Context: an optimization exercise on an open-source flow, tuned for small area, a short achievable clock period and few clock cycles per item. The choices shown serve that exercise and are no tape-out recipe.
Only simulation tests tie the RTL to the original design; equivalence was not proved.
Power is estimated from default activity; no workload was simulated.

==> design.v <==
module ccsds_demux (
    input  wire        clk,
    input  wire        rst,            
    input  wire [10:0] cfg_frame_len,  
    input  wire [5:0]  cfg_shl,        
    input  wire        cfg_has_ocf,    
    input  wire        cfg_has_fecf,   
    input  wire        in_valid,
    output wire        in_ready,
    input  wire [7:0]  in_data,
    output reg         out_valid,
    input  wire        out_ready,
    output reg  [7:0]  out_data,
    output wire [2:0]  out_vc,
    output reg         out_sop,        
    output reg         out_eop,        
    output reg         out_close,      
    output reg         out_idle        
);
    localparam [1:0] PH_P = 2'd0, PH_S = 2'd1, PH_D = 2'd2, PH_T = 2'd3;
    reg        skid_v;
    reg  [7:0] skid_d;
    reg        ir;        
    assign in_ready = ir;
    wire       avail = skid_v | in_valid;
    wire [7:0] b     = skid_v ? skid_d : in_data;
    reg ocf_r, fecf_r;
    reg  [1:0]  ph;
    reg  [5:0]  hc;       
    reg  [10:0] fc;       
    reg  [10:0] ccnt;     
    reg         fidle, fnost, past;
    reg  [2:0]  cur_vc;   
    reg  [2:0]  new_vc;   
    assign out_vc = cur_vc;
    reg         wcmp, widl;
    reg  [15:0] wr;
    reg  [20:0] rg [0:6];
    wire        is_P = (ph == PH_P);
    wire        is_S = (ph == PH_S);
    wire        is_D = (ph == PH_D);
    wire        is_T = (ph == PH_T);
    wire [10:0] ftl2 = 11'd2 + (ocf_r ? 11'd4 : 11'd0) + (fecf_r ? 11'd2 : 11'd0);
    wire        last_data = (fc == ftl2);
    wire        last_byte = (fc == 11'd2);
    wire        ftl_z = !ocf_r && !fecf_r;
    wire        wok    = (cur_vc == new_vc) || fidle;
    wire        stall  = (out_valid && !out_ready) || (is_D && !wok);
    wire        fire   = avail && !stall;
    wire        data_byte = is_D && !fidle;
    wire        cz    = (ccnt == 11'd0);
    wire        c1    = (ccnt == 11'd1);
    wire        h1    = !wcmp && wr[1];
    wire        s_open = wcmp || wr[0];
    wire        cont  = fnost || !cz;
    wire        take_cont = cont && s_open;
    wire        take_emit = !cont;
    wire        is_pkt    = take_cont || take_emit;
    wire        new_pkt   = take_emit && (!s_open || !past);
    wire        do_close  = new_pkt && s_open;
    wire        last_cont = last_data || (!fnost && c1);
    wire        ncmp      = wcmp || wr[5];
    wire        forced_end = take_cont && last_cont && (!fnost || !ncmp);
    wire        len_end   = !new_pkt && wcmp && (wr == 16'd0);
    wire        end_pkt   = len_end || forced_end;
    wire        bff       = (b == 8'hFF);
    wire        idle_o    = widl && (h1 ? (!do_close && bff) : 1'b1);
    wire        step = fire && data_byte && is_pkt;
    wire [15:0] wdec = wr - 16'd1;
    wire        swap = (rg[6][20:18] == new_vc) && !out_valid;
    integer i;
    always @(posedge clk) begin
        ocf_r  <= cfg_has_ocf;
        fecf_r <= cfg_has_fecf;
        for (i = 1; i < 7; i = i + 1)
            rg[i] <= rg[i-1];
        rg[0] <= swap ? {cur_vc, wcmp, widl, wr} : rg[6];
        if (rst) begin
            skid_v    <= 1'b0;
            ir        <= 1'b1;
            out_valid <= 1'b0;
            ph        <= PH_P;
            hc        <= 6'd5;
            cur_vc    <= 3'd0;
            new_vc    <= 3'd0;
            wcmp      <= 1'b0;
            wr[0]     <= 1'b0;
            for (i = 0; i < 7; i = i + 1) begin
                rg[i][20:18] <= i + 1;
                rg[i][17]    <= 1'b0;
                rg[i][0]     <= 1'b0;
            end
        end else begin
            skid_v <= (skid_v || in_valid) && stall;
            ir     <= !((skid_v || in_valid) && stall);
            if (fire)
                out_valid <= data_byte && is_pkt;
            else if (out_ready)
                out_valid <= 1'b0;
            if (swap) begin
                cur_vc <= new_vc;
                {wcmp, widl, wr} <= rg[6][17:0];
            end else if (step) begin
                if (end_pkt || new_pkt)
                    wcmp <= 1'b0;
                else if (wr[5])
                    wcmp <= 1'b1;
                if (end_pkt)
                    wr[0] <= 1'b0;
                else if (new_pkt)
                    wr[0] <= 1'b1;
                else if (wcmp)
                    wr[0] <= wdec[0];
                else if (wr[5])
                    wr[0] <= b[0];
                if (new_pkt)
                    wr[5:1] <= 5'b00001;
                else if (wcmp)
                    wr[5:1] <= wdec[5:1];
                else if (wr[5])
                    wr[5:1] <= b[5:1];
                else
                    wr[5:1] <= {wr[4:1], 1'b0};
                if (wcmp)
                    wr[7:6] <= wdec[7:6];
                else if (wr[5])
                    wr[7:6] <= b[7:6];
                if (wcmp)
                    wr[15:8] <= wdec[15:8];
                else if (wr[4])
                    wr[15:8] <= b;
                if (new_pkt)
                    widl <= (b[2:0] == 3'd7);
                else if (!wcmp && wr[1])
                    widl <= widl && bff;
            end
            if (fire) begin
                fc <= fc - 11'd1;
                case (ph)
                PH_P: begin
                    hc <= hc - 6'd1;
                    if (hc == 6'd5) fc <= cfg_frame_len;
                    if (hc == 6'd4) new_vc <= b[3:1];
                    if (hc != 6'd0) ccnt[10:8] <= b[2:0];
                    ccnt[7:0] <= b;
                    fidle <= ({ccnt[10:8], b} == 11'h7FE);
                    fnost <= ({ccnt[10:8], b} == 11'h7FF);
                    past  <= 1'b0;
                    if (hc == 6'd0) begin
                        hc    <= cfg_shl;
                        ph    <= (cfg_shl != 6'd0) ? PH_S : PH_D;
                    end
                end
                PH_S: begin
                    hc <= hc - 6'd1;
                    if (hc == 6'd1) ph <= PH_D;
                end
                PH_D: begin
                    hc <= 6'd5;
                    if (!cz) ccnt <= ccnt - 11'd1;
                    if (data_byte && take_emit) past <= 1'b1;
                    if (last_data) ph <= ftl_z ? PH_P : PH_T;
                end
                PH_T: begin
                    hc <= 6'd5;
                    if (last_byte) ph <= PH_P;
                end
                endcase
            end
        end
        if (!skid_v) skid_d <= in_data;
        {out_data, out_sop, out_eop, out_close, out_idle} <= out_n;
    end
    wire [11:0] out_n;
    ccsds_demux_hold #(.N(12)) u_hold (
        .load(fire),
        .cur({out_data, out_sop, out_eop, out_close, out_idle}),
        .nxt({b, new_pkt, end_pkt, do_close, idle_o}),
        .q(out_n));
endmodule
module ccsds_demux_hold #(parameter N = 1) (
    input  wire         load,
    input  wire [N-1:0] cur,
    input  wire [N-1:0] nxt,
    output wire [N-1:0] q
);
    assign q = load ? nxt : cur;
endmodule
==> flow/run.sh <==
#!/bin/bash
# Standard ORFS layout; timing repair aimed at a tighter setup margin and
# port buffers of the smallest buffer cell (resized later by repair).
set -euo pipefail
bash standard.sh SETUP_SLACK_MARGIN=7 "BUFFER_PORTS_ARGS=-buffer_cell sky130_fd_sc_hd__buf_2" finish > flow_make.log 2>&1
==> standard.sh <==
#!/bin/bash
# synth_recipe.tcl (not shown) runs the flow's synth.tcl, then flattens the netlist and writes it again
# the make line also repeats each setting of config.mk as NAME=value (left out here)
make -C /OpenROAD-flow-scripts/flow DESIGN_CONFIG=/design/flow/config.mk WORK_HOME=/design/flow/orfs CLKGATE_MAP_FILE= SYNTH_SCRIPT=/design/flow/synth_recipe.tcl "${@:-finish}"
==> config.mk <==
export PLATFORM = sky130hd
export DESIGN_NAME = ccsds_demux
export DESIGN_NICKNAME = ccsds_demux
export VERILOG_FILES = /design/flow/design.v
export SDC_FILE = /design/flow/constraint.sdc
export NUM_CORES = 4
export LEC_CHECK = 0
export CAP_MARGIN = 40
export CORE_MARGIN = 2
export CORE_UTILIZATION = 70
export CTS_CLUSTER_DIAMETER = 80
export CTS_CLUSTER_SIZE = 25
export PLACE_DENSITY = 0.8
export SLEW_MARGIN = 30
export SYNTH_HIERARCHICAL = 1
export SYNTH_MINIMUM_KEEP_SIZE = 0
export TNS_END_PERCENT = 2
==> constraint.sdc <==
create_clock -name core_clock -period 10.0 [get_ports {clk}]
set_input_delay 2.0000 -clock core_clock [delete_from_list [all_inputs] [get_ports {clk}]]
set_output_delay 2.0000 -clock core_clock [all_outputs]
set_load 0.01 [all_outputs]
==> results of run 1 <==
==> cells in the mapped netlist, types with 3 or more instances <==
| master | n |
|---|---|
| nor3_1 | 20 |
| clkbuf_1 | 20 |
| a21oi_1 | 47 |
| a31oi_1 | 8 |
| nand2_1 | 94 |
| nor3b_1 | 5 |
| mux2i_1 | 7 |
| and3_1 | 5 |
| nand4_1 | 4 |
| nor2_1 | 72 |
| nor4_1 | 8 |
| xnor2_1 | 19 |
| or3_1 | 7 |
| dfxtp_1 | 188 |
| edfxtp_1 | 41 |
| o21ai_0 | 28 |
| mux2_2 | 10 |
| xor2_1 | 18 |
| nand3b_1 | 3 |
| nand3_1 | 10 |
| nand2b_1 | 4 |
| ha_1 | 12 |
| or2_2 | 11 |
| inv_1 | 18 |
| buf_6 | 4 |
| buf_2 | 6 |
| mux2_4 | 10 |
| o31ai_1 | 7 |
| nor2b_1 | 20 |
==> cells in the final DEF, fill, tap and decap left out, types with 3 or more instances in the layout <==
cell       count
nor2_1        69
edfxtp_1      41
mux2_2         6
or3_1          7
nor3_1        19
and3_1         3
dfxtp_2        3
mux2i_1        7
or2_2         11
clkbuf_16     13
buf_4         13
ha_1          12
dfxtp_1      185
nand4_1        4
nand3_1       10
nor3b_1        5
clkbuf_1       5
xor2_1        18
o31ai_1        7
nor4_1         8
mux2_4        14
nand3b_1       3
buf_2         47
nand2_1       91
nor2b_1       19
a31oi_1        8
inv_1         17
a21oi_1       47
xnor2_1       19
nand2b_1       4
o21ai_0       28
==> through the flow <==
step	area, µm²	total power (W)	setup WS (ns)	cells
floorplan	8170	0.00111	6.69	746
global placement	8390	0.00113	5.98	905
detailed placement	8410	0.00114	5.87	906
CTS	8810	0.00166	6.94	928
global route	8910	0.00172	6.93	937
finish	8910	0.00166	6.96	937
==> registers in the layout (all words and copies together), names as in the netlist, 6 cells and up <==
signal,count
ccnt,11
fc,11
hc,6
out_data,8
rg,147
skid_d,8
wr,16
==> power breakdown <==
part / switching, W / internal, W / total, W
sequential: 0.0000253 / 0.000987 / 0.00101
combinational: 0.0000648 / 0.0000495 / 0.000114
clock: 0.000287 / 0.000248 / 0.000535
total: 0.000377 / 0.00128 / 0.00166
==> logic make-up after synthesis <==
logic type	synth area share, %
flops	61.5
compound gates	8.09
simple gates	17.1
fa+ha+maj	1.85
buf+inv	3.40
xor+xnor	3.99
mux	4.10
==> per-layer routing <==
| metal | global-route usage, % | part of all wire [%] |
|---|---|---|
| met2 | 43.1 | 49 |
| met5 | 0 | 0 |
| met1 | 34.4 | 44 |
| met3 | 3.76 | 5.3 |
| met4 | 7.74 | 2.2 |
==> cell type report <==
class,count,area share [%]
clock inverters,2,0.281
multi-input cells,465,32.9
inverters,19,0.899
well taps,143,2.01
clock buffers,18,3.86
repair buffers,61,3.96
flip-flops and latches,229,56.1
==> path summary, 6_finish.rpt <==
kind	to	cells past startpoint	slack (ns)	start
max	out_idle	8	6.96	in_data[5]
min	rg[5][15]	0	0.32	rg[4][15]
max reg2reg	wr[11]	6	7.55	wr[5]
min reg2reg	rg[5][15]	0	0.32	rg[4][15]
==> repair_timing <==
item / 4_1_cts / 5_1_grt
setup buffers: 2 / 9
resized for setup: 7 / 8
pin swaps: 1 / 4
setup endpoints to repair: 56 / 35
==> results by group, run 1 <==
Critical path
  – WP data required: 10.37 ns
  – CP max-delay cell: mux2_4
  – CP arrival: 3.41 ns
  – Worst-path cell chain: buf_2 > mux2_4 > and4_1 > nand3_1 > nand3b_1 > nor2_1 > o31a_1 > mux2_4
  – CP top delay family: multiplexers
  – Slowest stage delay, CP: 0.31 ns
  – CP Max Fanout: 6
  – Startpoint class of the critical path: input pin
  – Type of the worst setup path: in -> reg
  – Worst path most repeated cell: mux2_4
  – CP endpoint kind: register
  – CP bufs+invs: 1

Final layout
  – Post-layout util: 78.3%
  – Area of the multi-input gates: 0.00293 mm²
  – Final nets: 832
  – Inserted Diodes: 0
  – Share of cells above drive strength 1: 17.0%
  – P&R area growth vs syn: 9.64%
  – Fillers: 739
  – Register Area: 0.00500 mm²

Flow run
  – MaxCap Viol Count: 0

Routing
  – Post-route ant nets: 0
  – Initial DRC count: 468
  – Via density: 5.72
  – DRT Wirelength: 16.0 mm
  – Post-DR wirelength/cell: 17.1 µm
  – Residual DRC: 0
  – DRT Pass-1 Iters: 5
  – Vias: around 5400

Clocking
  – Root Driver: clkbuf_16
  – Clk pin slew, worst setup/hold paths: 0.10 ns
  – Later-pin clock latency in the skew report: 0.47 ns
  – Hold buffers post-CTS: 0
  – # H-tree levels: 1
  – CTS tree: done
  – Max Root-Sink Buffers: 3
  – Number of clock sinks: 229
  – CTS buffer count: 13

Floorplanning
  – Initial Util: 71.4%
  – Die ar.: around 0.012 mm²
  – Chip height: 112 µm
  – Die width: 112 µm
  – Floorplan row count: 39
  – IO Pins: 48
  – Core footprint: 0.0114 mm²

Global route
  – Total track usage: between 20% and 30%
  – Initial antenna violation count: 0
  – Largest net degree at the start of global routing: 44
  – First-pass GRT wire length: 26.0 mm
  – Grt total ovfl: 0
  – Vias in the first global route: approximately 5300

Logic synthesis
  – Post-synth EDFFs: 41
  – Leading area contributor after synthesis: dfxtp_1
  – Avg Inst Size Synth: ~11 µm²
  – Cell count after synthesis: 746
  – Predominant post-synthesis flop cell: dfxtp_1
  – Seq cells post-synth: 229
  – Mapped cell area: 0.00812 mm²
  – Synth Net Count: 789
  – Top cells by area in the synthesized netlist: dfxtp_1, edfxtp_1, nand2_1
  – Ys async rst share: 0%
  – Area share of the largest cell type after synthesis: 46.3%
  – Sequential element share of the synthesized area: 61.5%
  – Yosys warns: 8
  – Post-synth cell types: 60

Timing
  – Fin Hold WS: 0.320 ns
  – RSZ-0062 raised after global routing: true
  – Endpoints failing setup: 0
  – Max-slew headroom: 48.4%
  – Hold Violations, Final: 0
  – Pins Over Slew Limit: 0
  – Crit path time final: about 3.0 ns
  – Fin Setup TNS: 0 ns
  – Maximum clock frequency: 0.329 GHz
  – Final period utilization: 30.4%
  – Slew @ Worst Pin: 0.773 ns
  – Final Skew: 0.0224 ns

Place
  – Input/output buffers: 47
  – Detailed-placement wirelength estimate: a little over 10 mm
  – Gpl congestion: ~0.97

Worst hold path
  – Hold Path Class: reg -> reg

Power
  – Pwr dens: 187 mW/mm²
  – Leakage: between 3 and 4 nW
  – Worst vdd ir: roughly 0.22 mV

Run status
  – Status: finished clean
Testbench counts, summed over its fixed seeds: cycles 197,997, bytes 197,840.
==> inputs of run 2 (changes only) <==
==> flow/run.sh (replaced) <==
#!/bin/bash
# Standard ORFS layout; timing repair aimed at a tighter setup margin and
# port buffers of the smallest buffer cell (resized later by repair).
set -euo pipefail
bash standard.sh SETUP_SLACK_MARGIN=7 "BUFFER_PORTS_ARGS=-buffer_cell sky130_fd_sc_hd__buf_1" finish > flow_make.log 2>&1
==> run 2 against run 1 <==
  * Count of clock-buffer cells in the layout rose by 1
  * Fmax up 0.25%
  * Hold slack better by 0.0069 ns
  * Critical path depth shrank 7
  * Die area stayed put
  * Design area is 1.1% lower
  * Via count increased by 0.62%
  * Wire length fell by 0.14%
  * Setup slack gained 0.0075 ns
  * Combinational power barely moved
  * Clock power barely moved
  * Area after synthesis unchanged
==> results by group, run 2 <==
Logic synthesis
  – Predominant post-synthesis flop cell: dfxtp_1
  – Synth Net Count: 789 (unchanged)
  – Cell count after synthesis: 746 (unchanged)
  – Avg Inst Size Synth: 10.9 µm² (unchanged)
  – Most common cell in the netlist: dfxtp_1
  – Leading area contributor after synthesis: dfxtp_1
  – Post-synth cell types: 60 (unchanged)
  – Post-synth EDFFs: 41 (unchanged)
  – Sequential element share of the synthesized area: 61.5% (unchanged)
  – Mapped cell area: 0.00812 mm² (unchanged)
  – Seq cells post-synth: 229 (unchanged)
  – Synth cell count leaders: dfxtp_1, nand2_1, nor2_1, a21oi_1, edfxtp_1
  – Ys async rst share: 0% (unchanged)
  – Yosys warns: 8 (unchanged)
  – Top cells by area in the synthesized netlist: dfxtp_1, edfxtp_1, nand2_1
  – Area share of the largest cell type after synthesis: 46.3% (unchanged)

Timing
  – Fin Setup TNS: 0 ns (unchanged)
  – Slew @ Worst Pin: 0.773 ns (+0.000795 ns)
  – Maximum clock frequency: 0.330 GHz (+0.25%)
  – Hold Violations, Final: 0 (unchanged)
  – Endpoints failing setup: 0 (unchanged)
  – Pins Over Slew Limit: 0 (unchanged)
  – Final worst setup slack: 6.97 ns (+0.00749 ns)
  – Crit path time final: 3.03 ns (-0.00749 ns)
  – Final Skew: 0.0180 ns (-0.00438 ns)
  – Max-slew headroom: 48.4% (-0.053 points)
  – RSZ-0062 raised after global routing: true
  – Final period utilization: 30.3% (-0.075 points)

Routing
  – Post-route ant nets: 0 (unchanged)
  – Via density: 5.78 (+1.0%)
  – DRT Wirelength: 16.0 mm (-0.14%)
  – Initial DRC count: 517 (+10%)
  – DRT Pass-1 Iters: 8 (+3)
  – Top Layer Used: met4
  – Residual DRC: 0 (unchanged)
  – M1 WL: 6.80 mm (-3.1%)
  – Routed length on met2: 7.78 mm (-0.56%)
  – Metal3 WL: 1.02 mm (+20%)
  – Vias: 5395 (+0.62%)
  – Post-DR wirelength/cell: 17.2 µm (+0.29%)

Final layout
  – Final nets: 827 (-0.60%)
  – Final Non-Filler Cells: 933 (-0.43%)
  – Finished Cell Area: 0.00881 mm² (-1.1%)
  – Inserted Diodes: 0 (unchanged)
  – Most common cell after layout, fill and taps aside: dfxtp_1
  – Biggest regs: rg (147), wr (16)
  – Share of cells above drive strength 1: 10.4% (-6.6 points)
  – Most frequent cells in the layout: dfxtp_1, nand2_1, nor2_1
  – Largest register FFs: 147 (unchanged)
  – P&R area growth vs syn: 8.43%
  – Top reg by flops: rg

Critical path
  – Slowest stage delay, CP: 0.39 ns (+0.08 ns)
  – WP data required: 8.00 ns (-2.37 ns)
  – Worst Setup EP: out_close
  – Reg-to-reg slack, setup: 7.55 ns (about the same)
  – CP Max Fanout: 2 (-4)
  – Worst-path cell chain: buf_1
  – CP arrival: 1.03 ns (-2.38 ns)
  – Startpoint class of the critical path: register
  – CP endpoint kind: primary output
  – CP bufs+invs: 1 (unchanged)
  – Worst reg2reg path depth: 8 (+2)
  – CP top delay family: flip-flops
  – CP max-delay cell: dfxtp_1
  – Crit Reg-Reg Endpoint: wr[10]
  – Type of the worst setup path: reg -> out
  – Worst flop-to-flop path startpoint: ccnt[0]
  – Cell count along the critical path: 1 (-7)
  – CP startpoint: out_close

Run status
  – Status: finished clean

Clocking
  – Later-pin clock latency in the skew report: 0.47 ns (about the same)
  – Hold buffers post-CTS: 0 (unchanged)
  – # H-tree levels: 1 (unchanged)
  – CTS buffer count: 13 (unchanged)
  – Clk pin slew, worst setup/hold paths: 0.10 ns (about the same)
  – Max Root-Sink Buffers: 3 (unchanged)
  – CTS tree: done
  – Root Driver: clkbuf_16
  – Number of clock sinks: 229 (unchanged)

Power
  – Pwr dens: 188 mW/mm² (+0.94%)
  – Leakage: 3.40 nW (-4.7%)
  – Worst vdd ir: 0.195 mV (-13%)

Floorplanning
  – Chip height: 112 µm (unchanged)
  – IO Pins: 48 (unchanged)
  – Die ar.: 0.0125 mm² (unchanged)
  – Core footprint: 0.0114 mm² (unchanged)
  – Floorplan row count: 39 (unchanged)
  – Die width: 112 µm (unchanged)
  – Initial Util: 71.4% (unchanged)

Global route
  – Grt total ovfl: 0 (unchanged)
  – Vias in the first global route: 5295 (+0.74%)
  – Largest net degree at the start of global routing: 44 (unchanged)
  – Total track usage: 25.9% (+0.42 points)
  – Initial antenna violation count: 0 (unchanged)
  – First-pass GRT wire length: 26.3 mm (+1.2%)

Place
  – Input/output buffers: 47 (unchanged)
  – Placed cells: 906 (unchanged)
  – Dpl cell area: 0.00836 mm² (-0.60%)
  – Detailed-placement wirelength estimate: 10.2 mm (-1.5%)
  – Gpl congestion: 0.946 (-2.4%)
  – Place WS: 5.87 ns (-0.00273 ns)

Worst hold path
  – Hold Path Class: reg -> reg

Flow run
  – MaxCap Viol Count: 0 (unchanged)
-- run 2: cell counts after synthesis --
Identical to the previous run, type by type.
-- run 2: through the flow --
step / util [%] / power (W) / hold slack, ns
2_1_floorplan: - / 0.00111 / 0.310
3_3_place_gp: 73.2 / 0.00113 / 0.311
3_5_place_dp: 73.5 / 0.00114 / 0.312
6_report: 77.5 / 0.00166 / 0.327
4_1_cts: 77.2 / 0.00167 / 0.329
5_1_grt: 77.5 / 0.00172 / 0.329
-- run 2: area by class of cell --
class | count | area, µm²
Fill cell | 737 | 2560
Timing Repair Buffer | 56 | 268
Multi-Input combinational cell | 465 | 2910
Tap cell | 143 | 179
Clock inverter | 2 | 22.5
Clock buffer | 19 | 348
Sequential cell | 229 | 5000
Inverter | 19 | 80.1
-- run 2: worst register-to-register path, stage by stage, from the launching register on --
cell and delay, ns:
edfxtp_1 0.47, inv_1 0.14, ha_1 0.18, nor3b_1 0.19, nand4b_1 0.26, a211o_1 0.40, nand2_2 0.11, nand2_2 0.11
nor2_4 0.27
-- run 2: logic make-up (layout without fill, tap and decap cells) --
family	after synthesis	in the layout	synth area share (%)
compound gates	111	111	8.09
buf+inv	52	96	3.40
fa+ha+maj	12	12	1.85
xor+xnor	37	37	3.99
mux	27	27	4.10
flops	229	229	61.5
simple gates	278	278	17.1
-- run 2: routing by layer --
layer	vias to the layer above	GRT usage, %
met5	-	0
met4	0	7.33
met3	41	3.81
met2	203	43.9
met1	2551	35.1
li1	2600	-
-- run 2: report_power, final --
group	switching, W	total [W]	internal (W)
clock	0.000286	0.000535	0.000249
sequential	0.0000256	0.00101	0.000987
combinational	0.0000649	0.000111	0.0000463
total	0.000377	0.00166	0.00128
-- run 2: what timing repair did --
item,4_1_cts,5_1_grt
setup buffers,3,3
pin swaps,2,3
resized for setup,11,1
endpoints found under the setup margin,63,43
-- run 2: how the worst min path moves through the flow --
| stage | start | to | cells past startpoint | slack [ns] |
|---|---|---|---|---|
| floorplan | rg[0][10] | rg[1][10] | 0 | 0.31 |
| global placement | rg[3][16] | rg[4][16] | 0 | 0.31 |
| detailed placement | rg[5][15] | rg[6][15] | 0 | 0.31 |
| CTS | rg[4][16] | rg[5][16] | 0 | 0.33 |
| global route | rg[3][12] | rg[4][12] | 0 | 0.33 |
| finish | rg[4][14] | rg[5][14] | 0 | 0.33 |

==> static timing again, ports no longer ideal <==
In the flow no input, the clock included, has a driving cell. The finished layouts below were timed again as built, in two steps. Step 1 assumes that a clkbuf_16 drives the clock port and a buf_2 every other input. Step 2, shift: input delay + t, output delay - t, t = (earliest + latest rising clock arrival at the registers) / 2. This alone moves slack from input paths to output paths. a / b / c = no drivers / after step 1 / after step 2; a / b = the first two.
run	shift t [ns]	slack for setup (ns)	worst hold slack (ns)
run 1	0.500	6.960 / 6.925 / 6.481	0.320 / 0.320 / 0.320
run 2	0.498	6.968 / 6.927 / 6.508	0.327 / 0.327 / 0.327
After both steps every run listed still meets setup and hold. For run 1, which loses most, drivers alone change the setup slack by -0.035 ns; drivers and shift together by -0.479 ns.
